What follows belongs to an exercise in optimizing a design on an open flow for small area, a short achievable clock period and few clock cycles per item; a production flow would make more cautious choices. The RTL was checked by simulation tests, not by an equivalence proof against the original design.

==> flow/design.v <==
module fp32_add (
    input  wire [31:0] a,
    output wire [23:0] pre,
    output wire        rup,
    output wire [7:0]  e0,
    output wire [1:0]  sp
);
    wire        sa = a[31];
    wire [7:0]  ea = a[30:23];
    wire [22:0] fa = a[22:0];
    wire        fz = (fa == 23'd0);
    wire        a_zero = (ea == 8'd0) && fz;
    wire        neg = sa && !a_zero;
    wire a_max = (ea == 8'hFF);
    wire gt_eps = (ea > 8'd117) || ((ea == 8'd117) && !fz);    
    wire eq_eps = (ea == 8'd117) && fz;
    assign sp = (a_max && !fz)          ? 2'd1 :
                (a_max)                 ? (sa ? 2'd1 : 2'd3) :
                (neg && gt_eps)         ? 2'd1 :
                (neg && eq_eps)         ? 2'd2 : 2'd0;
    wire [23:0] m = {ea != 8'd0, fa};
    wire        big = (ea >= 8'd117);
    wire [7:0]  pb = 8'd140 - ea;
    wire [24:0] addend = (ea <= 8'd140) ? (25'd1 << pb[4:0]) :
                         (ea == 8'd141) ? {24'd0, m[0]} : 25'd0;
    wire [24:0] sumb = {1'b0, m} + addend;
    wire [23:0] big_pre = sumb[24] ? sumb[24:1] : sumb[23:0];
    wire        big_rup = sumb[24] & sumb[0] & sumb[1];
    wire [7:0]  big_e = ea + {7'd0, sumb[24]};
    wire [7:0]  ea1 = (ea == 8'd0) ? 8'd1 : ea;
    wire [7:0]  k = 8'd116 - ea1;                  
    wire [27:0] A = {m, 4'b0000};
    wire        kbig = (k >= 8'd28);
    wire [27:0] ash = kbig ? 28'd0 : (A >> k[4:0]);
    wire [27:0] lmask = (28'd1 << k[4:0]) - 28'd1;
    wire        st = kbig ? (m != 24'd0) : ((A & lmask) != 28'd0);
    wire [4:0]  lo = {1'b0, ~ash[3:0]} + {4'd0, !st};
    wire        n_rup = lo[4] | (lo[3] & ((lo[2:0] != 3'd0) | st | ~ash[4]));
    wire        p_rup = ash[4] & ((ash[3:0] != 4'd0) | st | ash[5]);
    wire [23:0] sm_pre = neg ? ~ash[27:4] : {1'b1, ash[27:5]};
    wire        sm_rup = neg ? n_rup : p_rup;
    wire [7:0]  sm_e = neg ? 8'd116 : 8'd117;
    wire        cancel = neg && (ea == 8'd116);
    wire [23:0] d = 24'd0 - m;
    reg  [4:0]  lz;
    integer n;
    always @* begin
        lz = 5'd0;
        for (n = 0; n <= 23; n = n + 1)
            if (d[n]) lz = 5'd23 - n[4:0];
    end
    wire [23:0] dn = d << lz;
    assign pre = cancel ? dn : (big ? big_pre : sm_pre);
    assign rup = cancel ? 1'b0 : (big ? big_rup : sm_rup);
    assign e0  = cancel ? (8'd116 - {3'd0, lz}) : (big ? big_e : sm_e);
endmodule
module lac_gscale (
    input  wire        clk,
    input  wire        rst_n,
    input  wire        in_valid,
    output wire        in_ready,
    input  wire [31:0] in_r0,
    output reg         out_valid,
    input  wire        out_ready,
    output reg  [31:0] out_s
);
    parameter [24:0] SQ_REG = 25'b0010101010100100010001000;
    parameter [13:0] DV_REG = 14'b10101010101010;
    parameter [13:0] DV_MID = 14'b00000000000000;
    localparam [6:0] ES_NAN = 7'd0, ES_INF = 7'd1, ES_ZERO = 7'd2;
    localparam integer CONV = 6;    
    reg  skid_valid;
    reg  [31:0] skid_s;
    wire adv = !skid_valid;
    assign in_ready = adv;
    reg        v0;
    reg [31:0] r0;
    always @(posedge clk) begin
        if (!rst_n) v0 <= 1'b0;
        else if (adv) v0 <= in_valid;
        if (adv) r0 <= in_r0;
    end
    wire [23:0] a_pre;
    wire        a_rup;
    wire [7:0]  a_e;
    wire [1:0]  a_sp;
    fp32_add u_add (.a(r0), .pre(a_pre), .rup(a_rup), .e0(a_e), .sp(a_sp));
    reg        v1;
    reg [23:0] pre1;
    reg        rup1;
    reg [7:0]  e01;
    reg [1:0]  sp1;
    always @(posedge clk) begin
        if (!rst_n) v1 <= 1'b0;
        else if (adv) v1 <= v0;
        if (adv) begin
            pre1 <= a_pre; rup1 <= a_rup; e01 <= a_e; sp1 <= a_sp;
        end
    end
    wire [24:0] rnd1 = {1'b0, pre1} + {24'd0, rup1};
    wire [22:0] f1 = rnd1[22:0];
    wire [7:0]  e1 = e01 + {7'd0, rnd1[24]};
    wire [8:0] t1 = {1'b0, e1} + 9'd1;
    wire [6:0] es_w = (sp1 == 2'd1) ? ES_NAN : (sp1 == 2'd2) ? ES_INF :
                      (sp1 == 2'd3) ? ES_ZERO : t1[7:1];
    wire odd1 = ~e1[0];    
    wire [1:0]  top2 = odd1 ? {1'b1, f1[22]} : 2'b01;
    wire [23:0] rest = odd1 ? {f1[21:0], 2'b00} : {f1[22:0], 1'b0};   
    wire [25:0] sq_R   [0:24];
    wire [26:0] sq_rem [0:24];
    wire [23:0] sq_rad [0:24];
    wire        sq_v   [0:24];
    wire [6:0]  sq_es  [0:24];
    assign sq_R[0]   = 26'd1;
    assign sq_rem[0] = {25'd0, top2 - 2'd1};
    assign sq_rad[0] = rest;
    assign sq_v[0]   = v1;
    assign sq_es[0]  = es_w;
    genvar j;
    generate
        for (j = 1; j <= 24; j = j + 1) begin : sq
            wire [1:0]   p      = sq_rad[j-1][23:22];
            wire [j+2:0] rem_sh = {sq_rem[j-1][j:0], p};
            wire [j+1:0] trial  = {sq_R[j-1][j-1:0], 2'b01};
            wire [j+3:0] diff   = {1'b0, rem_sh} - {2'b00, trial};
            wire         b      = ~diff[j+3];
            wire [j+1:0] rem_n  = b ? diff[j+1:0] : rem_sh[j+1:0];
            wire [j:0]   R_n    = {sq_R[j-1][j-1:0], b};
            wire [23:0]  rad_n  = {sq_rad[j-1][21:0], 2'b00};
            if (SQ_REG[j]) begin : r
                reg [j:0]   Rq;
                reg [j+1:0] remq;
                reg         vq;
                reg [6:0]   esq;
                always @(posedge clk) begin
                    if (!rst_n) vq <= 1'b0;
                    else if (adv) vq <= sq_v[j-1];
                    if (adv) begin
                        Rq <= R_n; remq <= rem_n; esq <= sq_es[j-1];
                    end
                end
                if (j < 12) begin : rr
                    reg [23-2*j:0] radr;
                    always @(posedge clk) if (adv) radr <= rad_n[23:2*j];
                    assign sq_rad[j] = {radr, {(2*j){1'b0}}};
                end else begin : rz
                    assign sq_rad[j] = 24'd0;
                end
                assign sq_R[j]   = {{(25-j){1'b0}}, Rq};
                assign sq_rem[j] = {{(25-j){1'b0}}, remq};
                assign sq_v[j]   = vq;
                assign sq_es[j]  = esq;
            end else begin : w
                assign sq_R[j]   = {{(25-j){1'b0}}, R_n};
                assign sq_rem[j] = {{(25-j){1'b0}}, rem_n};
                assign sq_rad[j] = (j < 12) ? rad_n : 24'd0;
                assign sq_v[j]   = sq_v[j-1];
                assign sq_es[j]  = sq_es[j-1];
            end
        end
    endgenerate
    wire [24:0] R = sq_R[24][24:0];
    wire        g = R[0];
    wire        pw_one = (R[23:1] == 23'd0) && !g;     
    function [2:0] srt_sel;    
        input [6:0] y;
        input [2:0] di;
        reg signed [6:0] t2, t1, t0, tm;
        reg signed [6:0] ys;
        begin
            ys = y;
            case (di)
            3'd0: begin t2 = 7'sd12; t1 = 7'sd4; t0 = -7'sd5; tm = -7'sd13; end
            3'd1: begin t2 = 7'sd14; t1 = 7'sd4; t0 = -7'sd5; tm = -7'sd15; end
            3'd2: begin t2 = 7'sd15; t1 = 7'sd4; t0 = -7'sd5; tm = -7'sd16; end
            3'd3: begin t2 = 7'sd16; t1 = 7'sd4; t0 = -7'sd5; tm = -7'sd18; end
            3'd4: begin t2 = 7'sd18; t1 = 7'sd6; t0 = -7'sd6; tm = -7'sd20; end
            3'd5: begin t2 = 7'sd20; t1 = 7'sd6; t0 = -7'sd6; tm = -7'sd20; end
            3'd6: begin t2 = 7'sd20; t1 = 7'sd6; t0 = -7'sd6; tm = -7'sd22; end
            default: begin t2 = 7'sd24; t1 = 7'sd6; t0 = -7'sd7; tm = -7'sd24; end
            endcase
            if (ys >= t2)      srt_sel = 3'b010;
            else if (ys >= t1) srt_sel = 3'b001;
            else if (ys >= t0) srt_sel = 3'b000;
            else if (ys >= tm) srt_sel = 3'b101;
            else               srt_sel = 3'b110;
        end
    endfunction
    wire [24:0] dv_ws [0:13];
    wire [24:0] dv_wc [0:13];
    wire [39:0] dv_q  [0:13];    
    wire [22:0] dv_m  [0:13];
    wire        dv_v  [0:13];
    wire [6:0]  dv_es [0:13];
    wire        dv_g  [0:13];
    assign dv_ws[0] = 25'h0400000;
    assign dv_wc[0] = 25'd0;
    assign dv_q[0]  = 40'd0;
    assign dv_m[0]  = R[23:1];
    assign dv_g[0]  = g;
    assign dv_v[0]  = sq_v[24];
    assign dv_es[0] = sq_es[24] - {6'd0, pw_one & (sq_es[24][6:2] != 5'd0)};
    genvar i;
    generate
        for (i = 1; i <= 13; i = i + 1) begin : dv
            localparam integer QW  = (i <= CONV) ? 3*i : 2*CONV + 3*(i-CONV);
            localparam integer QWP = (i-1 <= CONV) ? 3*(i-1) : 2*CONV + 3*(i-1-CONV);
            wire [6:0]  y  = dv_ws[i-1][24:18] + dv_wc[i-1][24:18];
            wire [2:0]  qs = srt_sel(y, dv_m[i-1][22:20]);
            wire [24:0] ws, wc;
            wire [22:0] m;
            wire [2:0]  qd;
            wire [QWP-1:0] qo;
            wire        vo, go;
            wire [6:0]  eso;
            if (DV_MID[i]) begin : h
                reg [24:0] wsh, wch;
                reg [22:0] mh;
                reg [2:0]  qh;
                reg [QWP-1:0] qoh;
                reg        vh, gh;
                reg [6:0]  esh;
                always @(posedge clk) begin
                    if (!rst_n) vh <= 1'b0;
                    else if (adv) vh <= dv_v[i-1];
                    if (adv) begin
                        wsh <= dv_ws[i-1]; wch <= dv_wc[i-1]; mh <= dv_m[i-1]; qh <= qs;
                        qoh <= dv_q[i-1][QWP-1:0]; esh <= dv_es[i-1]; gh <= dv_g[i-1];
                    end
                end
                assign ws = wsh; assign wc = wch; assign m = mh; assign qd = qh;
                assign qo = qoh; assign vo = vh; assign eso = esh; assign go = gh;
            end else begin : nh
                assign ws = dv_ws[i-1]; assign wc = dv_wc[i-1]; assign m = dv_m[i-1];
                assign qd = qs; assign qo = dv_q[i-1][QWP-1:0]; assign vo = dv_v[i-1];
                assign eso = dv_es[i-1]; assign go = dv_g[i-1];
            end
            wire [23:0] mf = {1'b1, m};
            wire        pos = !qd[2] && (qd[1:0] != 2'd0);
            wire [24:0] x  = qd[1] ? {mf, 1'b0} : (qd[0] ? {1'b0, mf} : 25'd0);
            wire [24:0] c  = pos ? {~x[24:1], ~x[0] & !(qd[1] & go)} : x;
            wire        c0 = pos ? !go : (qd[2] & qd[0] & go);
            wire        c1 = qd[2] & qd[1] & go;
            wire [24:0] a  = {ws[22:0], 2'b00};
            wire [24:0] bb = {wc[22:0], 2'b00};
            wire [24:0] ws_n = a ^ bb ^ c;
            wire [24:0] mj   = (a & bb) | (a & c) | (bb & c);
            wire [24:0] wc_n = {mj[23:1], c1, c0};    
            wire [QW-1:0] q_n;
            if (i == CONV + 1) begin : cv
                reg [2*CONV-1:0] cp, cn;
                integer k;
                always @* begin
                    for (k = 0; k < CONV; k = k + 1) begin
                        cp[2*k +: 2] = qo[3*k+2] ? 2'd0 : qo[3*k +: 2];
                        cn[2*k +: 2] = qo[3*k+2] ? qo[3*k +: 2] : 2'd0;
                    end
                end
                wire [2*CONV-1:0] bq = cp - cn;    
                assign q_n = {bq, qd};
            end else begin : nc
                assign q_n = {qo, qd};
            end
            if (DV_REG[i]) begin : r
                reg [24:0]    wsq, wcq;
                reg [QW-1:0] qq;
                reg [22:0]    mq;
                reg           vq, gq;
                reg [6:0]     esq;
                always @(posedge clk) begin
                    if (!rst_n) vq <= 1'b0;
                    else if (adv) vq <= vo;
                    if (adv) begin
                        wsq <= ws_n; wcq <= wc_n; qq <= q_n; mq <= m; esq <= eso; gq <= go;
                    end
                end
                assign dv_ws[i] = wsq;
                assign dv_wc[i] = wcq;
                assign dv_q[i]  = {{(40-QW){1'b0}}, qq};
                assign dv_m[i]  = mq;
                assign dv_v[i]  = vq;
                assign dv_es[i] = esq;
                assign dv_g[i]  = gq;
            end else begin : w
                assign dv_ws[i] = ws_n;
                assign dv_wc[i] = wc_n;
                assign dv_q[i]  = {{(40-QW){1'b0}}, q_n};
                assign dv_m[i]  = m;
                assign dv_v[i]  = vo;
                assign dv_es[i] = eso;
                assign dv_g[i]  = go;
            end
        end
    endgenerate
    localparam integer ND = 13 - CONV;
    reg  [2*ND-1:0] qp, qn;
    integer k;
    always @* begin
        for (k = 0; k < ND; k = k + 1) begin
            qp[2*k +: 2] = dv_q[13][3*k+2] ? 2'd0 : dv_q[13][3*k +: 2];
            qn[2*k +: 2] = dv_q[13][3*k+2] ? dv_q[13][3*k +: 2] : 2'd0;
        end
    end
    wire [2*CONV-1:0] qb = dv_q[13][3*ND +: 2*CONV];
    wire [24:0] wf = dv_ws[13] + dv_wc[13];
    wire        wneg = wf[24];
    wire [25:0] qd_diff = {qb, qp} - {{(2*CONV){1'b0}}, qn};    
    wire [25:0] q_inc = qd_diff + {25'd0, !wneg};        
    wire [22:0] frac = q_inc[23:1];
    wire [6:0]  es_t = dv_es[13];
    wire [7:0]  es_f = 8'd190 - {1'b0, es_t};
    reg  [31:0] s_new;
    always @* begin
        case (es_t)
        ES_NAN:  s_new = 32'h7FC00000;
        ES_INF:  s_new = 32'h7F800000;
        ES_ZERO: s_new = 32'h00000000;
        default: s_new = {1'b0, es_f, frac};
        endcase
    end
    wire new_v = adv && dv_v[13];
    always @(posedge clk) begin
        if (!rst_n) begin
            out_valid <= 1'b0;
            skid_valid <= 1'b0;
        end else begin
            if (out_valid && out_ready) begin
                if (skid_valid) begin
                    out_s <= skid_s;
                    skid_valid <= 1'b0;
                end else if (new_v) begin
                    out_s <= s_new;
                end else begin
                    out_valid <= 1'b0;
                end
            end else if (!out_valid) begin
                if (new_v) begin
                    out_s <= s_new;
                    out_valid <= 1'b1;
                end
            end else if (new_v) begin
                skid_s <= s_new;
                skid_valid <= 1'b1;
            end
        end
    end
endmodule
==> flow/flow/run.sh <==
#!/bin/bash
# Own flow: the standard layout (standard.sh: the standard synthesis,
# floorplan, placement, CTS, routing and finishing, all unchanged), with
# ORFS's timing repair (floorplan, CTS and global-route repair_timing) asked
# to keep SETUP_SLACK_MARGIN ns of setup slack at the design's clock period.
# The constraints (constraint.sdc) are the design's; only how hard the
# resizer works changes.  make's output goes to layout.log; ORFS writes each
# step's own log under orfs/logs.
set -euo pipefail
export SETUP_SLACK_MARGIN=22.4
bash standard.sh finish > layout.log 2>&1
==> flow/standard.sh <==
#!/bin/bash
# synth_recipe.tcl (not shown) runs the flow's synth.tcl, then flattens the netlist and writes it again
# the make line also repeats each setting of config.mk as NAME=value (left out here)
make -C /OpenROAD-flow-scripts/flow DESIGN_CONFIG=/design/flow/config.mk WORK_HOME=/design/flow/orfs CLKGATE_MAP_FILE= SYNTH_SCRIPT=/design/flow/synth_recipe.tcl "${@:-finish}"
==> flow/config.mk <==
export PLATFORM = sky130hd
export DESIGN_NAME = lac_gscale
export DESIGN_NICKNAME = lac_gscale
export VERILOG_FILES = /design/flow/design.v
export SDC_FILE = /design/flow/constraint.sdc
export NUM_CORES = 4
export LEC_CHECK = 0
export ABC_AREA = 1
export CAP_MARGIN = 20
export CORE_MARGIN = 2
export CORE_UTILIZATION = 40
export CTS_BUF_LIST = sky130_fd_sc_hd__clkbuf_8
export SLEW_MARGIN = 20
==> flow/constraint.sdc <==
create_clock -name core_clock -period 30.0 [get_ports {clk}]
set_input_delay 6.0000 -clock core_clock [delete_from_list [all_inputs] [get_ports {clk}]]
set_output_delay 6.0000 -clock core_clock [all_outputs]
set_load 0.01 [all_outputs]
==> results of run 1 <==
==> metrics by stage <==
step	util	setup slack [ns]	hold WS (ns)	instances
after floorplan	-	20.96	0.400	8806
after global placement	0.419	19.81	0.401	11300
after detailed placement	0.419	19.71	0.405	11300
after CTS	0.445	22.24	0.389	11800
after global routing	0.455	22.29	0.382	11900
final	0.455	22.41	0.388	11900
==> synthesized netlist by cell type (16+ instances only) <==
cell,count,share of area
a211oi_1,22,0.0021
a21o_1,30,0.0029
a21oi_1,430,0.027
a31oi_1,16,0.0013
buf_2,63,0.0040
buf_4,28,0.0027
clkbuf_1,104,0.0050
dfxtp_1,19,0.0048
edfxtp_1,1065,0.41
fa_1,252,0.064
ha_1,621,0.099
inv_1,1158,0.055
inv_2,54,0.0026
nand2_1,2164,0.10
nand2_2,47,0.0037
nand3_1,369,0.024
nand3b_1,23,0.0022
nand4_1,73,0.0058
nor2_1,457,0.022
nor2_2,22,0.0018
nor3_1,78,0.0050
nor4_1,22,0.0018
o211ai_1,27,0.0026
o21a_1,30,0.0029
o21ai_0,548,0.035
o21ai_1,84,0.0054
o21ai_2,16,0.0018
o21bai_1,46,0.0044
o221ai_1,16,0.0018
o22ai_1,167,0.013
or2_2,16,0.0013
xnor2_1,164,0.018
xor2_1,369,0.041
==> kinds of logic (layout without fill, tap and decap cells) <==
logic type,count (synthesis),count (layout),share of synthesized area
AO/OA/AOI/OAI,1512,1516,0.110
XOR/XNOR,541,541,0.0613
adder cells (fa/ha/maj),873,873,0.163
buffers and inverters,1448,1880,0.0727
flip-flops,1084,1084,0.412
multiplexers,8,8,0.00102
other,0,3,0
AND/OR/NAND/NOR,3340,3359,0.179
==> sequential cells by signal (all words and copies together) (netlist names), 2 cells and up <==
signal        flops
dv.r.esq         49
sq.r.vq           8
dv.r.mq         138
pre1             24
dv.r.qq          87
dv.qo            19
sq.r.esq         56
out_s            32
e01               8
sq.r.rr.radr     27
sp1               2
dv.r.wsq        175
r0               32
dv.r.vq           7
dv.r.wcq        145
sq.r.remq       122
sq.r.Rq         111
skid_s           31
dv.r.gq           6
==> what timing repair did <==
action,4_1_cts,5_1_grt
resized for setup,291,199
pin swaps,39,53
hold endpoints to repair,0,0
setup buffers,81,98
setup endpoints to repair,345,379
cloned,27,18
==> final cells by class <==
| type | count | area, sq um |
|---|---|---|
| Fill cell | 18800 | 106000 |
| Multi-Input combinational cell | 6297 | 41600 |
| Sequential cell | 1084 | 32400 |
| Inverter | 1226 | 4730 |
| Tap cell | 2624 | 3280 |
| Timing Repair Buffer | 297 | 2840 |
| Clock buffer | 196 | 2700 |
| Clock inverter | 148 | 1040 |
| Timing Repair inverter | 13 | 98.8 |
| Antenna cell | 3 | 7.51 |
==> cell usage in the layout, fill, tap and decap left out, types with 35 or more instances in the layout <==
cell                n
nand2_1          2143
inv_1            1178
edfxtp_1         1065
ha_1              614
o21ai_0           522
nor2_1            439
a21oi_1           414
nand3_1           360
xor2_1            351
fa_1              242
clkbuf_8          196
buf_4             186
o22ai_1           164
xnor2_1           160
o21ai_1           105
nor3_1             76
nand4_1            73
clkinv_1           52
nand2_2            48
inv_2              47
o21bai_1           44
clkinv_2           41
clkdlybuf4s50_1    35
==> worst max-delay path by stage <==
| stage | endpoint | slack [ns] | cells after the start |
|---|---|---|---|
| 2_1_floorplan | in_ready | 20.96 | 4 |
| 3_3_place_gp | dv[9].r.wsq[3] | 19.81 | 39 |
| 3_5_place_dp | dv[9].r.wsq[16] | 19.71 | 38 |
| 4_1_cts | out_s[29] | 22.24 | 1 |
| 5_1_grt | dv[5].r.wsq[9] | 22.29 | 35 |
| 6_report | out_s[29] | 22.41 | 1 |
==> layer usage <==
metal | wire, um | share of wire | vias up
met5 | 0 | 0 | -
met4 | 5730 | 0.027 | 0
met3 | 11200 | 0.052 | 346
met2 | 103000 | 0.48 | 1645
met1 | 94100 | 0.44 | 29200
li1 | - | - | 30200
==> qor.yml, run 1 <==
outcome:
  outcome: "no timing/DRC/antenna violations"
yosys:
  syn_area_sq_um: 78500
  ys.flop_type: "edfxtp_1"
  synthesis.instances: 8806
  synth_cell_type_count: 84
  synth_seq_cells: 1084
  synth_warnings: 3
  ys_seq_area_frac: 0.412
  synth-async-reset-ratio: 0
  synth_edf_count: 1065
  synth_fp_nets: 9715
  syn_area_per_cell_sq_um: 8.91
global_routing:
  grt_pass1_vias: 60100
  antenna_found_initial: 4
  grt.total_usage: 0.209
  met3_usage: 0.0267
  grt_max_degree: 179
  grtUsageMet1: 0.276
  grt_use_met2: 0.355
  grt-busiest-layer: "met2"
  grt_pass1_wl_um: 330000
  grt_remaining_overflow: 0
sta:
  rsz0062_at_grt: "yes"
  slew_headroom: 0.244
  hold_viol: 0
  setup_violations: 0
  finalCritPeriodShare: 0.253
  worstMarginPinSlew_ns: 1.13
  fmax_mhz: 132
  finalMaxSlewViolations: 0
  skew_ns: 0.0734
  fin_tns_setup_ns: 0
  fin_crit_ns: 7.59
critical_path:
  cp.required_ns: 24.00
  path_cells: "buf_2"
  r2r_setup_slack_ns: 22.70
  cp_top_family: "flip-flops"
  r2r_end: "dv[7].r.wsq[2]"
  cp_data_arrival_time_ns: 1.59
  crit_path_start_kind: "register"
  crit_slowest_cell: "edfxtp_1"
  slowest_delay_ns: 0.47
  critPathKind: "register to output port"
  critPathBufInv: 1
  worstSetupStartpoint: "out_s[29]"
  r2r_start: "dv[5].r.wsq[18]"
  reg2reg_depth: 36
  worstSetupEndpointType: "output port"
  cp_max_fo: 2
die:
  fp-row-count: 162
  io_pins: 70
  die-height_um: 447
  die_w_um: 447
  core_area_sq_um: 195000
  start_util: 0.402
  dieArea_sq_um: 200000
placed_design:
  routabilityCongestion: 0.930
  hpwl_um: 155000
  portBuffers: 69
  place_area_sq_um: 81700
clock_tree:
  cts_tree: "yes"
  clockBufferDepth: 3
  cts_hold_buf: 0
  path_clk_slew_ns: 0.06
  numCtsBuffers: 189
  cts_root_buf: "clkbuf_8"
  numClockSinks: 1084
  h-tree-depth: 4
  clock_latency_ns: 0.94
route:
  drt_pass1_iterations: 6
  drtIter0Drc: 4859
  via_per_inst: 5.16
  postRouteAntennaNets: 0
  wl_um: 214000
  drc_errors: 0
  avgRoutedWirePerCell_um: 18.0
  vias: 61400
final_layout:
  stdcell_area_sq_um: 88700
  synthToLayoutAreaGrowth_pct: 13.0
  drive_gt1_frac: 0.102
  nNetsFinal: 10000
hold_path:
  hp-start: "sq[20].r.esq[2]"
  whs_endpoint: "sq[22].r.esq[2]"
  hold_path_class: "register to register"
  whs_path_depth: 0
job:
  max-cap-violations: 0
Testbench counts, summed over its fixed seeds: cycles 2,544, items 2,400.
==> inputs of run 2 (changes only) <==
--- a/flow/config.mk
+++ b/flow/config.mk
@@ -9,5 +9,4 @@
 export CAP_MARGIN = 20
 export CORE_MARGIN = 2
 export CORE_UTILIZATION = 40
-export CTS_BUF_LIST = sky130_fd_sc_hd__clkbuf_8
 export SLEW_MARGIN = 20
==> qor.yml, run 2 <==
yosys:
  yosys.area.top_type: "edfxtp_1"
  synth_top_cell_area_share: 0.407
  synth_fp_nets: 9715
  synth_warnings: 3
  ys.flop_type: "edfxtp_1"
  syn_area_sq_um: 78500
  synthTopCellsByCount: "nand2_1, inv_1, edfxtp_1"
  syn_area_per_cell_sq_um: 8.91
  synth-async-reset-ratio: 0
  synthesis.instances: 8806
  synth_most_common_cell: "nand2_1"
  synth_seq_cells: 1084
  ys_seq_area_frac: 0.412
  synth_cell_type_count: 84
  synth.area.top_cells: "edfxtp_1, nand2_1, ha_1, fa_1, inv_1"
  synth_edf_count: 1065
sta:
  finalMaxSlewViolations: 0
  slew_headroom: 0.261
  fin_tns_setup_ns: 0
  setup_violations: 0
  skew_ns: 0.0407
  worstMarginPinSlew_ns: 1.11
  rsz0062_at_grt: "yes"
  finalCritPeriodShare: 0.251
  hold_viol: 0
  whs_ns: 0.411
  fin_crit_ns: 7.53
  fmax_mhz: 133
  setup_ws_ns: 22.47
placed_design:
  place_ws_ns: 19.71
  hpwl_um: 155000
  dp.cells: 11300
  routabilityCongestion: 0.930
  portBuffers: 69
global_routing:
  antenna_found_initial: 3
  grt_remaining_overflow: 0
  grt.total_usage: 0.209
  grt_pass1_wl_um: 330000
  grt_pass1_vias: 59500
  grt_max_degree: 179
clock_tree:
  numClockSinks: 1084
  clockBufferDepth: 3
  cts_root_buf: "clkbuf_16"
  cts_tree: "yes"
  clock_latency_ns: 0.79
  path_clk_slew_ns: 0.06
  h-tree-depth: 4
  numCtsBuffers: 130
  cts_hold_buf: 0
die:
  die_w_um: 447
  io_pins: 70
  die-height_um: 447
  core_area_sq_um: 195000
  dieArea_sq_um: 200000
  start_util: 0.402
  fp-row-count: 162
critical_path:
  r2r_setup_slack_ns: 22.69
  slowest_delay_ns: 0.41
  cp.required_ns: 24.00
  cp_data_arrival_time_ns: 1.53
  path_cells: "clkdlybuf4s15_1"
  critPathBufInv: 1
  cp_top_family: "flip-flops"
  cp_max_fo: 2
  critPathKind: "register to output port"
  worstSetupEndpointType: "output port"
  crit_path_start_kind: "register"
  crit_slowest_cell: "edfxtp_1"
route:
  postRouteAntennaNets: 0
  drt_pass1_iterations: 8
  drc_errors: 0
  wl_um: 214000
  drtIter0Drc: 4903
  avgRoutedWirePerCell_um: 18.2
  vias: 61200
  via_per_inst: 5.20
final_layout:
  utilization: 0.457
  layout_commonest_cell: "nand2_1"
  top_regs: "dv.r.wsq: 175 flops, dv.r.wcq: 145 flops, dv.r.mq: 138 flops"
  largest_reg_flops: 175
  drive_gt1_frac: 0.0898
  regMostFlops: "dv.r.wsq"
  n_fill_cell: 18600
  synthToLayoutAreaGrowth_pct: 13.6
  layout_common_cells: "nand2_1, inv_1, edfxtp_1"
  final_cells: 11800
  nNetsFinal: 9934
hold_path:
  hold_path_class: "register to register"
outcome:
  outcome: "no timing/DRC/antenna violations"
job:
  max-cap-violations: 0
run 2: cell counts after synthesis:
Identical to the previous run, type by type.
run 2: metrics by stage:
| step | area, sq um |
|---|---|
| CTS | 87400 |
| global placement | 81700 |
| floorplan | 78500 |
| finish | 89200 |
| global route | 89200 |
| detailed placement | 81700 |
run 2: cell type report:
class                   count  area [sq um]  share of cell area
diodes                      1          2.50           0.0000281
clock buffers             153          3400              0.0382
clock inverters            82           947              0.0106
inverters                1226          4740              0.0532
multi-input cells        6297         41600               0.467
flip-flops and latches   1084         32400               0.363
well taps                2624          3280              0.0368
repair buffers            271          2690              0.0302
repair inverters           15           111             0.00125
run 2: kinds of logic after synthesis:
| group | Yosys count | synth area share |
|---|---|---|
| AND/OR/NAND/NOR | 3340 | 0.179 |
| AO/OA/AOI/OAI | 1512 | 0.110 |
| multiplexers | 8 | 0.00102 |
| buffers and inverters | 1448 | 0.0727 |
| XOR/XNOR | 541 | 0.0613 |
| adder cells (fa/ha/maj) | 873 | 0.163 |
| flip-flops | 1084 | 0.412 |
run 2: routing by layer:
metal  global-route usage  wire length [um]  up-vias
met5                    0                 0        -
met4               0.0615              5750        0
met3               0.0256             10700      309
met2                0.356            103000     1647
met1                0.277             93900    29200
li1                     -                 -    30000
run 2: repair_timing:
action                     CTS  global route
gates resized for setup    191           192
setup buffers               58            99
gates cloned                30            14
setup endpoints to repair  352           387
pin swaps                   40            55
run 2: path summary, 6_finish.rpt:
path                                 startpoint              to  depth (start not counted)
worst max-delay path                  out_s[18]       out_s[18]                          1
worst min-delay path              dv[3].r.qq[1]   dv[5].r.qq[7]                          0
worst max register to register  dv[5].r.wcq[18]  dv[7].r.wsq[2]                         37
worst min register to register    dv[3].r.qq[1]   dv[5].r.qq[7]                          0
==> inputs of run 3 (changes only) <==
--- a/flow/flow/run.sh
+++ b/flow/flow/run.sh
@@ -7,5 +7,5 @@
 # resizer works changes.  make's output goes to layout.log; ORFS writes each
 # step's own log under orfs/logs.
 set -euo pipefail
-export SETUP_SLACK_MARGIN=22.4
+export SETUP_SLACK_MARGIN=22.8
 bash standard.sh finish > layout.log 2>&1
==> qor.yml, run 3 <==
die:
  fp-row-count: 162
  die-height_um: 447
  start_util: 0.402
  die_w_um: 447
  io_pins: 70
  core_area_sq_um: 195000
  dieArea_sq_um: 200000
clock_tree:
  cts_tree: "yes"
  numClockSinks: 1084
  clock_latency_ns: 0.79
  h-tree-depth: 3
  clockBufferDepth: 3
  cts_root_buf: "clkbuf_16"
  numCtsBuffers: 120
  path_clk_slew_ns: 0.06
critical_path:
  r2r_setup_slack_ns: 22.94
  crit_slowest_cell: "dfxtp_4"
  worstSetupStartpoint: "skid_valid"
  cp_top_family: "flip-flops"
  worstSetupEndpointType: "output port"
  cp.depth: 2
  critPathBufInv: 2
  r2r_start: "dv[11].r.wcq[18]"
  crit_path_start_kind: "register"
  reg2reg_depth: 37
  r2r_end: "dv[13].r.wsq[3]"
  cp.required_ns: 24.00
  slowest_delay_ns: 0.42
  cp_max_fo: 2
  endpoint: "in_ready"
  cp_data_arrival_time_ns: 1.40
  path_cells: "inv_16, buf_12"
  critPathKind: "register to output port"
sta:
  hold_viol: 0
  skew_ns: 0.0679
  fmax_mhz: 135
  rsz0062_at_grt: "yes"
  worstMarginPinSlew_ns: 1.09
  finalMaxSlewViolations: 0
  fin_tns_setup_ns: 0
  finalCritPeriodShare: 0.247
  fin_crit_ns: 7.40
  setup_violations: 0
  slew_headroom: 0.274
yosys:
  synth_fp_nets: 9715
  synth_cell_type_count: 84
  synth-async-reset-ratio: 0
  synth_most_common_cell: "nand2_1"
  ys_seq_area_frac: 0.412
  synth_seq_cells: 1084
  yosys.area_share.simple: 0.179
  ys.flop_type: "edfxtp_1"
  yosys.area.top_type: "edfxtp_1"
  syn_area_sq_um: 78500
  synth_warnings: 3
  synth_top_family_by_area: "simple AND/OR/NAND/NOR gates"
  synth_edf_count: 1065
  synth.area.top_cells: "edfxtp_1, nand2_1, ha_1, fa_1, inv_1"
  synth_compound_area_frac: 0.110
  synth_top_cell_area_share: 0.407
  synthTopCellsByCount: "nand2_1, inv_1, edfxtp_1"
  yosys.area_share.adder: 0.163
  synth-xor-area-share: 0.0613
  synthesis.instances: 8806
  syn_area_per_cell_sq_um: 8.91
  muxShareOfSynthArea: 0.00102
global_routing:
  grt_remaining_overflow: 0
  grt_pass1_wl_um: 335000
  grt_max_degree: 169
  grt_pass1_vias: 59800
  grt.total_usage: 0.211
  antenna_found_initial: 2
final_layout:
  layout_commonest_cell: "nand2_1"
  drive_gt1_frac: 0.137
  largest_reg_flops: 175
  regMostFlops: "dv.r.wsq"
  top_regs: "dv.r.wsq: 175 flops, dv.r.wcq: 145 flops, dv.r.mq: 138 flops"
  nNetsFinal: 10100
  layout_common_cells: "nand2_1, inv_1, edfxtp_1"
  synthToLayoutAreaGrowth_pct: 17.4
route:
  drtIter0Drc: 5300
  drc_errors: 0
  drt_pass1_iterations: 6
  postRouteAntennaNets: 0
  via_per_inst: 5.26
  avgRoutedWirePerCell_um: 18.6
  wl_um: 221000
  vias: 62700
job:
  max-cap-violations: 0
placed_design:
  routabilityCongestion: 0.925
  hpwl_um: 155000
  portBuffers: 69
hold_path:
  hold_path_class: "register to register"
outcome:
  outcome: "no timing/DRC/antenna violations"
[run 3: worst min-delay path by stage]
stage | startpoint | endpoint | slack [ns] | cells past startpoint
6_report | sq[20].r.esq[3] | sq[22].r.esq[3] | 0.40 | 0
2_1_floorplan | dv[7].r.qq[4] | dv[10].qo[10] | 0.40 | 0
5_1_grt | sq[20].r.esq[4] | sq[22].r.esq[4] | 0.42 | 0
4_1_cts | sq[16].r.esq[4] | sq[18].r.esq[4] | 0.41 | 0
3_3_place_gp | sq[20].r.esq[2] | sq[22].r.esq[2] | 0.40 | 0
3_5_place_dp | dv[7].r.qq[7] | dv[10].qo[13] | 0.40 | 0
[run 3: layout make-up]
cell class | count | area, sq um
Sequential cell | 1084 | 32400
Tap cell | 2624 | 3280
Antenna cell | 1 | 2.50
Inverter | 1226 | 4820
Fill cell | 18200 | 103000
Clock inverter | 86 | 835
Timing Repair inverter | 18 | 129
Timing Repair Buffer | 440 | 4420
Multi-Input combinational cell | 6302 | 43100
Clock buffer | 136 | 3110
[run 3: repair_timing]
| action | 4_1_cts | 5_1_grt |
|---|---|---|
| pin swaps | 65 | 231 |
| setup endpoints to repair | 497 | 488 |
| gates cloned | 46 | 18 |
| hold endpoints to repair | 0 | 0 |
| setup buffers | 143 | 176 |
| resized for setup | 413 | 521 |
| hold buffers | 0 | 0 |
[run 3: stage by stage]
| stage | utilization | area [sq um] | cells | hold WS [ns] | setup slack (ns) |
|---|---|---|---|---|---|
| after floorplan | - | 78500 | 8806 | 0.400 | 20.96 |
| after global placement | 0.419 | 81700 | 11300 | 0.401 | 19.96 |
| after detailed placement | 0.419 | 81700 | 11300 | 0.405 | 19.87 |
| after CTS | 0.453 | 88400 | 11700 | 0.407 | 22.51 |
| after global routing | 0.472 | 92100 | 11900 | 0.415 | 22.53 |
| final | 0.472 | 92100 | 11900 | 0.403 | 22.60 |
[run 3: cell families (layout without fill, tap and decap cells)]
group | after synthesis | in the layout
flip-flops | 1084 | 1084
adder cells (fa/ha/maj) | 873 | 873
XOR/XNOR | 541 | 541
AND/OR/NAND/NOR | 3340 | 3364
other | 0 | 1
multiplexers | 8 | 8
AO/OA/AOI/OAI | 1512 | 1516
buffers and inverters | 1448 | 1906
[run 3: worst register-to-register path: cells and delay by family (launching register included)]
| kind | cells | cell delay (ns) |
|---|---|---|
| DFF | 1 | 0.42 |
| xor gates and xnor gates | 2 | 0.33 |
| AOI/OAI and AO/OA | 11 | 1.62 |
| and+or+nand+nor | 8 | 0.53 |
| adders and majority gates | 8 | 2.98 |
| buffers and inverters | 8 | 0.94 |
[run 3: routing by layer]
| metal | part of all wire | track usage | vias to the layer above |
|---|---|---|---|
| li1 | - | - | 30400 |
| met1 | 0.43 | 0.279 | 30200 |
| met2 | 0.48 | 0.362 | 1760 |
| met3 | 0.052 | 0.0243 | 396 |
| met4 | 0.034 | 0.0662 | 0 |
| met5 | 0 | 0 | - |
==> inputs of run 4 (changes only) <==
==> flow/flow/run.sh (replaced) <==
#!/bin/bash
# Own flow: the standard layout (standard.sh: the standard synthesis,
# floorplan, placement, CTS, routing and finishing, all unchanged), with
#  - ORFS's timing repair (floorplan, CTS and global-route repair_timing)
#    asked to keep SETUP_SLACK_MARGIN ns of setup slack at the design's
#    clock period;
#  - the port buffers that placement inserts on every input and output made
#    buf_4 cells rather than the default delay-buffer cells.
# The constraints (constraint.sdc) are the design's; only how the resizer
# and the port buffering work changes.  make's output goes to layout.log;
# ORFS writes each step's own log under orfs/logs.
set -euo pipefail
export SETUP_SLACK_MARGIN=22.4
export BUFFER_PORTS_ARGS="-buffer_cell sky130_fd_sc_hd__buf_4"
bash standard.sh finish > layout.log 2>&1
==> qor.yml, run 4 <==
placed_design:
  portBuffers: 69
  hpwl_um: 156000
  routabilityCongestion: 0.927
  place_ws_ns: 19.77
yosys:
  synth_seq_cells: 1084
  synth_cell_type_count: 84
  yosys.area.top_type: "edfxtp_1"
  synth_top_cell_area_share: 0.407
  syn_area_sq_um: 78500
  synth_warnings: 3
  synth_edf_count: 1065
  synthesis.instances: 8806
  synth.area.top_cells: "edfxtp_1, nand2_1, ha_1, fa_1, inv_1"
  synthTopCellsByCount: "nand2_1, inv_1, edfxtp_1"
  synth_most_common_cell: "nand2_1"
  ys_seq_area_frac: 0.412
  syn_area_per_cell_sq_um: 8.91
  synth_fp_nets: 9715
  synth-async-reset-ratio: 0
  ys.flop_type: "edfxtp_1"
global_routing:
  grt_pass1_vias: 59200
  grt_remaining_overflow: 0
  grt.total_usage: 0.208
  antenna_found_initial: 3
  grt_max_degree: 86
  grt_pass1_wl_um: 330000
critical_path:
  r2r_setup_slack_ns: 22.69
  r2r_start: "dv[11].r.wsq[18]"
  critPathKind: "register to output port"
  reg2reg_depth: 33
  worstSetupEndpointType: "output port"
  path_cells: "inv_16, buf_4"
  cp.required_ns: 24.00
  critPathBufInv: 2
  worstSetupStartpoint: "skid_valid"
  cp_max_fo: 12
  crit_path_start_kind: "register"
  crit_slowest_cell: "dfxtp_4"
  cp_top_family: "flip-flops"
  cp_data_arrival_time_ns: 1.49
  r2r_end: "dv[13].r.wsq[20]"
  slowest_delay_ns: 0.39
final_layout:
  layout_commonest_cell: "nand2_1"
  drive_gt1_frac: 0.0947
  utilization: 0.456
  regMostFlops: "dv.r.wsq"
  largest_reg_flops: 175
  multi_input_area_sq_um: 41600
  top_regs: "dv.r.wsq: 175 flops, dv.r.wcq: 145 flops, dv.r.mq: 138 flops"
  seqCellArea_sq_um: 32400
  layout_common_cells: "nand2_1, inv_1, edfxtp_1"
  nNetsFinal: 9926
  synthToLayoutAreaGrowth_pct: 13.2
  n_fill_cell: 18600
job:
  max-cap-violations: 0
sta:
  skew_ns: 0.0415
  finalMaxSlewViolations: 0
  rsz0062_at_grt: "yes"
  setup_ws_ns: 22.51
  slew_headroom: 0.302
  fin_tns_setup_ns: 0
  fin_crit_ns: 7.49
  hold_viol: 0
  finalCritPeriodShare: 0.250
  fmax_mhz: 134
  setup_violations: 0
  worstMarginPinSlew_ns: 1.04
route:
  drt_pass1_iterations: 6
  wl_um: 214000
  postRouteAntennaNets: 0
  avgRoutedWirePerCell_um: 18.2
  drc_errors: 0
  drtIter0Drc: 4838
  via_per_inst: 5.21
  vias: 61200
clock_tree:
  path_clk_slew_ns: 0.06
  cts_hold_buf: 0
  numClockSinks: 1084
  numCtsBuffers: 132
  cts_tree: "yes"
  h-tree-depth: 4
  clockBufferDepth: 3
  clock_latency_ns: 0.78
  cts_root_buf: "clkbuf_16"
die:
  fp-row-count: 162
  dieArea_sq_um: 200000
  core_area_sq_um: 195000
  die_w_um: 447
  start_util: 0.402
  io_pins: 70
  die-height_um: 447
hold_path:
  hp-start: "sq[18].r.esq[2]"
  whs_endpoint: "sq[20].r.esq[2]"
  whs_path_depth: 0
  hold_path_class: "register to register"
outcome:
  outcome: "no timing/DRC/antenna violations"
-- run 4: how the worst max path moves through the flow --
stage                             end  slack, ns  cells after the start
CTS                    dv[9].r.wsq[3]      22.39                     37
finish                       in_ready      22.51                      2
detailed placement     dv[9].r.wsq[3]      19.77                     39
global placement       dv[9].r.wsq[3]      19.85                     39
floorplan                    in_ready      20.96                      4
global route        sq[22].r.remq[17]      22.30                     39
-- run 4: logic make-up after synthesis --
| logic type | synth area share |
|---|---|
| flip-flops | 0.412 |
| buffers and inverters | 0.0727 |
| AND/OR/NAND/NOR | 0.179 |
| XOR/XNOR | 0.0613 |
| AO/OA/AOI/OAI | 0.110 |
| multiplexers | 0.00102 |
| adder cells (fa/ha/maj) | 0.163 |
-- run 4: cell type report --
type,instances,area share
clock inverters,74,0.00900
repair buffers,262,0.0281
inverters,1226,0.0534
diodes,1,0.0000282
multi-input cells,6295,0.468
repair inverters,16,0.00131
clock buffers,162,0.0389
well taps,2624,0.0369
flip-flops and latches,1084,0.364
-- run 4: through the flow --
stage	instance area, sq um	hold slack, ns	cells
2_1_floorplan	78500	0.400	8806
3_3_place_gp	81500	0.400	11300
3_5_place_dp	81500	0.405	11300
4_1_cts	87100	0.376	11600
5_1_grt	88900	0.389	11700
6_report	88900	0.391	11700
-- run 4: what timing repair did --
item	in CTS	in global routing
endpoints found under the setup margin	307	387
setup buffers	66	77
cloned	23	23
pin swaps	29	54
gates resized for setup	117	215
-- run 4: routing by layer --
layer,global-route usage,part of all wire,vias to the layer above
met5,0,0,-
met1,0.275,0.44,29300
met4,0.0578,0.026,0
li1,-,-,30000
met2,0.357,0.49,1538
met3,0.0269,0.049,321
-- run 4: worst register-to-register path, delay by kind of cell (launching register included) --
| family | cells | cell delay (ns) |
|---|---|---|
| fa+ha+maj | 8 | 2.80 |
| simple gates | 9 | 1.10 |
| flops | 1 | 0.41 |
| xor+xnor | 3 | 0.54 |
| buf+inv | 4 | 0.58 |
| compound gates | 9 | 1.58 |
==> inputs of run 5 (changes only) <==
--- a/flow/design.v
+++ b/flow/design.v
@@ -70,9 +70,10 @@
     localparam [6:0] ES_NAN = 7'd0, ES_INF = 7'd1, ES_ZERO = 7'd2;
     localparam integer CONV = 6;    
     reg  skid_valid;
+    reg  skid_free;           
     reg  [31:0] skid_s;
     wire adv = !skid_valid;
-    assign in_ready = adv;
+    assign in_ready = skid_free;
     reg        v0;
     reg [31:0] r0;
     always @(posedge clk) begin
@@ -319,15 +320,19 @@
         endcase
     end
     wire new_v = adv && dv_v[13];
+    wire skid_n = skid_valid ? !(out_valid && out_ready)
+                             : (new_v && out_valid && !out_ready);
     always @(posedge clk) begin
         if (!rst_n) begin
             out_valid <= 1'b0;
             skid_valid <= 1'b0;
+            skid_free <= 1'b1;
         end else begin
+            skid_valid <= skid_n;
+            skid_free <= !skid_n;
             if (out_valid && out_ready) begin
                 if (skid_valid) begin
                     out_s <= skid_s;
-                    skid_valid <= 1'b0;
                 end else if (new_v) begin
                     out_s <= s_new;
                 end else begin
@@ -340,7 +345,6 @@
                 end
             end else if (new_v) begin
                 skid_s <= s_new;
-                skid_valid <= 1'b1;
             end
         end
     end
==> qor.yml, run 5 <==
route:
  drtIter0Drc: 4710
  wl_um: 210000
  vias: 60300
  drt_pass1_iterations: 7
  avgRoutedWirePerCell_um: 18.3
  postRouteAntennaNets: 0
  via_per_inst: 5.25
  drc_errors: 0
final_layout:
  stdcell_area_sq_um: 87800
  top_regs: "dv.r.wsq: 175 flops, dv.r.wcq: 145 flops, dv.r.mq: 138 flops"
  synthToLayoutAreaGrowth_pct: 13.2
  layout_common_cells: "nand2_1, inv_1, edfxtp_1"
  regMostFlops: "dv.r.wsq"
  drive_gt1_frac: 0.0912
  layout_commonest_cell: "nand2_1"
  nNetsFinal: 9757
  largest_reg_flops: 175
  utilization: 0.456
  n_fill_cell: 18100
yosys:
  ys_seq_area_frac: 0.418
  synth_seq_cells: 1085
  synth_most_common_cell: "nand2_1"
  synthTopCellsByCount: "nand2_1, inv_1, edfxtp_1"
  synth.area.top_cells: "edfxtp_1, nand2_1, ha_1, fa_1, inv_1"
  synth_edf_count: 1065
  synth_fp_nets: 9547
  ys.flop_type: "edfxtp_1"
  synth_cell_type_count: 76
  syn_area_sq_um: 77600
  yosys.area.top_type: "edfxtp_1"
  synth-async-reset-ratio: 0
  synthesis.instances: 8638
  syn_area_per_cell_sq_um: 8.98
  synth_top_cell_area_share: 0.412
  synth_warnings: 3
global_routing:
  grt_max_degree: 169
  grt_pass1_wl_um: 323000
  antenna_found_initial: 3
  grt_pass1_vias: 58000
  grt_remaining_overflow: 0
  grt.total_usage: 0.205
sta:
  fin_crit_ns: 7.46
  hold_viol: 0
  fin_tns_setup_ns: 0
  rsz0062_at_grt: "yes"
  slew_headroom: 0.171
  skew_ns: 0.0504
  finalCritPeriodShare: 0.249
  finalMaxSlewViolations: 0
  whs_ns: 0.380
  worstMarginPinSlew_ns: 1.24
  setup_violations: 0
  fmax_mhz: 134
  setup_ws_ns: 22.54
critical_path:
  cp.depth: 1
  r2r_start: "dv[11].r.wcq[18]"
  cp_max_fo: 2
  r2r_setup_slack_ns: 22.68
  cp_data_arrival_time_ns: 1.46
  cp_top_family: "flip-flops"
  worstSetupEndpointType: "output port"
  worstSetupStartpoint: "out_s[12]"
  slowest_delay_ns: 0.48
  path_cells: "buf_4"
  crit_slowest_cell: "edfxtp_1"
  r2r_end: "dv[13].r.wsq[19]"
  reg2reg_depth: 34
  crit_path_start_kind: "register"
  critPathKind: "register to output port"
  cp.required_ns: 24.00
  critPathBufInv: 1
  endpoint: "out_s[12]"
clock_tree:
  cts_root_buf: "clkbuf_16"
  path_clk_slew_ns: 0.06
  h-tree-depth: 3
  clockBufferDepth: 3
  numClockSinks: 1085
  cts_tree: "yes"
  numCtsBuffers: 121
  clock_latency_ns: 0.77
die:
  start_util: 0.403
  die_w_um: 444
  die-height_um: 444
  fp-row-count: 161
  core_area_sq_um: 193000
  io_pins: 70
  dieArea_sq_um: 197000
placed_design:
  place_ws_ns: 20.56
  routabilityCongestion: 0.915
  place_area_sq_um: 80600
  portBuffers: 69
  hpwl_um: 155000
outcome:
  outcome: "no timing/DRC/antenna violations"
hold_path:
  hp-start: "dv[1].r.esq[6]"
  hold_path_class: "register to register"
job:
  max-cap-violations: 0
run 5: changes by cell type in the layout (fill, tap and decap cells not counted), sizes merged, moves of 15 or more:
cell	previous run	this run
inv	1217	1161
buf	253	271
o21a	30	13
nor2	502	487
nand2	2227	2115
xnor2	165	184
clkbuf	170	146
run 5: what timing repair did:
action                     4_1_cts  5_1_grt
resized for setup              131      212
hold buffers                     0        0
pin swaps                       20       60
cloned                          20       15
setup endpoints to repair      350      395
buffers inserted                60       98
run 5: logic make-up after synthesis:
logic type | count (synthesis) | synth area share
AO/OA/AOI/OAI | 1493 | 0.110
XOR/XNOR | 566 | 0.0642
adder cells (fa/ha/maj) | 873 | 0.165
buffers and inverters | 1395 | 0.0699
flip-flops | 1085 | 0.418
multiplexers | 8 | 0.00103
AND/OR/NAND/NOR | 3218 | 0.173
run 5: final cells by class:
type | count | area, sq um | area share
multi-input cells | 6174 | 41100 | 0.468
flip-flops and latches | 1085 | 32400 | 0.369
inverters | 1177 | 4550 | 0.0518
well taps | 2526 | 3160 | 0.0360
clock buffers | 141 | 3120 | 0.0356
repair buffers | 277 | 2410 | 0.0275
clock inverters | 88 | 998 | 0.0114
repair inverters | 12 | 73.8 | 0.000841
diodes | 1 | 2.50 | 0.0000285
run 5: how the worst min path moves through the flow:
| stage | end | slack, ns | depth (start not counted) |
|---|---|---|---|
| 6_report | dv[3].r.esq[6] | 0.38 | 0 |
| 5_1_grt | dv[3].r.esq[6] | 0.39 | 0 |
| 4_1_cts | dv[3].r.esq[6] | 0.38 | 0 |
| 3_5_place_dp | dv[10].qo[17] | 0.40 | 0 |
| 3_3_place_gp | sq[14].r.esq[4] | 0.40 | 0 |
| 2_1_floorplan | dv[10].qo[10] | 0.40 | 0 |
run 5: stage by stage:
step,instances
finish,11500
global route,11500
CTS,11400
detailed placement,11100
global placement,11100
floorplan,8638
run 5: metal layers:
metal  global-route usage  share of wire
met5                    0              0
met4               0.0494          0.024
met3               0.0250          0.051
met2                0.356           0.49
met1                0.272           0.44
Testbench counts of run 5, summed over its fixed seeds: cycles 2,544, items 2,400.

## separate check: timing with driven ports
In the flow no input, the clock included, has a driving cell. The finished layouts below were timed again as built, in two steps.
Step 1: set_driving_cell puts a clkbuf_16 on clk and a buf_2 on each other input, an assumption about the parent block.
Step 2 also shifts input and output timing later by t, the mid clock arrival at the registers, as if the neighbouring blocks saw the same clock.
Three values: ideal ports, drivers, drivers and shift; two values: the first two.
run | t, ns | setup WS [ns] | worst hold slack (ns) | worst setup path after step 2
run 1 | 0.985 | 22.406 / 22.327 / 21.741 | 0.388 / 0.388 / 0.388 | input to register
run 2 | 0.847 | 22.470 / 22.385 / 21.917 | 0.411 / 0.411 / 0.411 | input to register
run 3 | 0.843 | 22.605 / 22.522 / 22.075 | 0.403 / 0.403 / 0.403 | input to register
run 4 | 0.842 | 22.514 / 22.433 / 22.362 | 0.391 / 0.391 / 0.391 | input to register
run 5 | 0.840 | 22.544 / 22.460 / 22.290 | 0.380 / 0.380 / 0.380 | input to register
After both steps setup and hold are still met in every run listed. The setup slack of run 1, which loses most, moves by -0.079 ns with the drivers and by -0.665 ns with both steps.
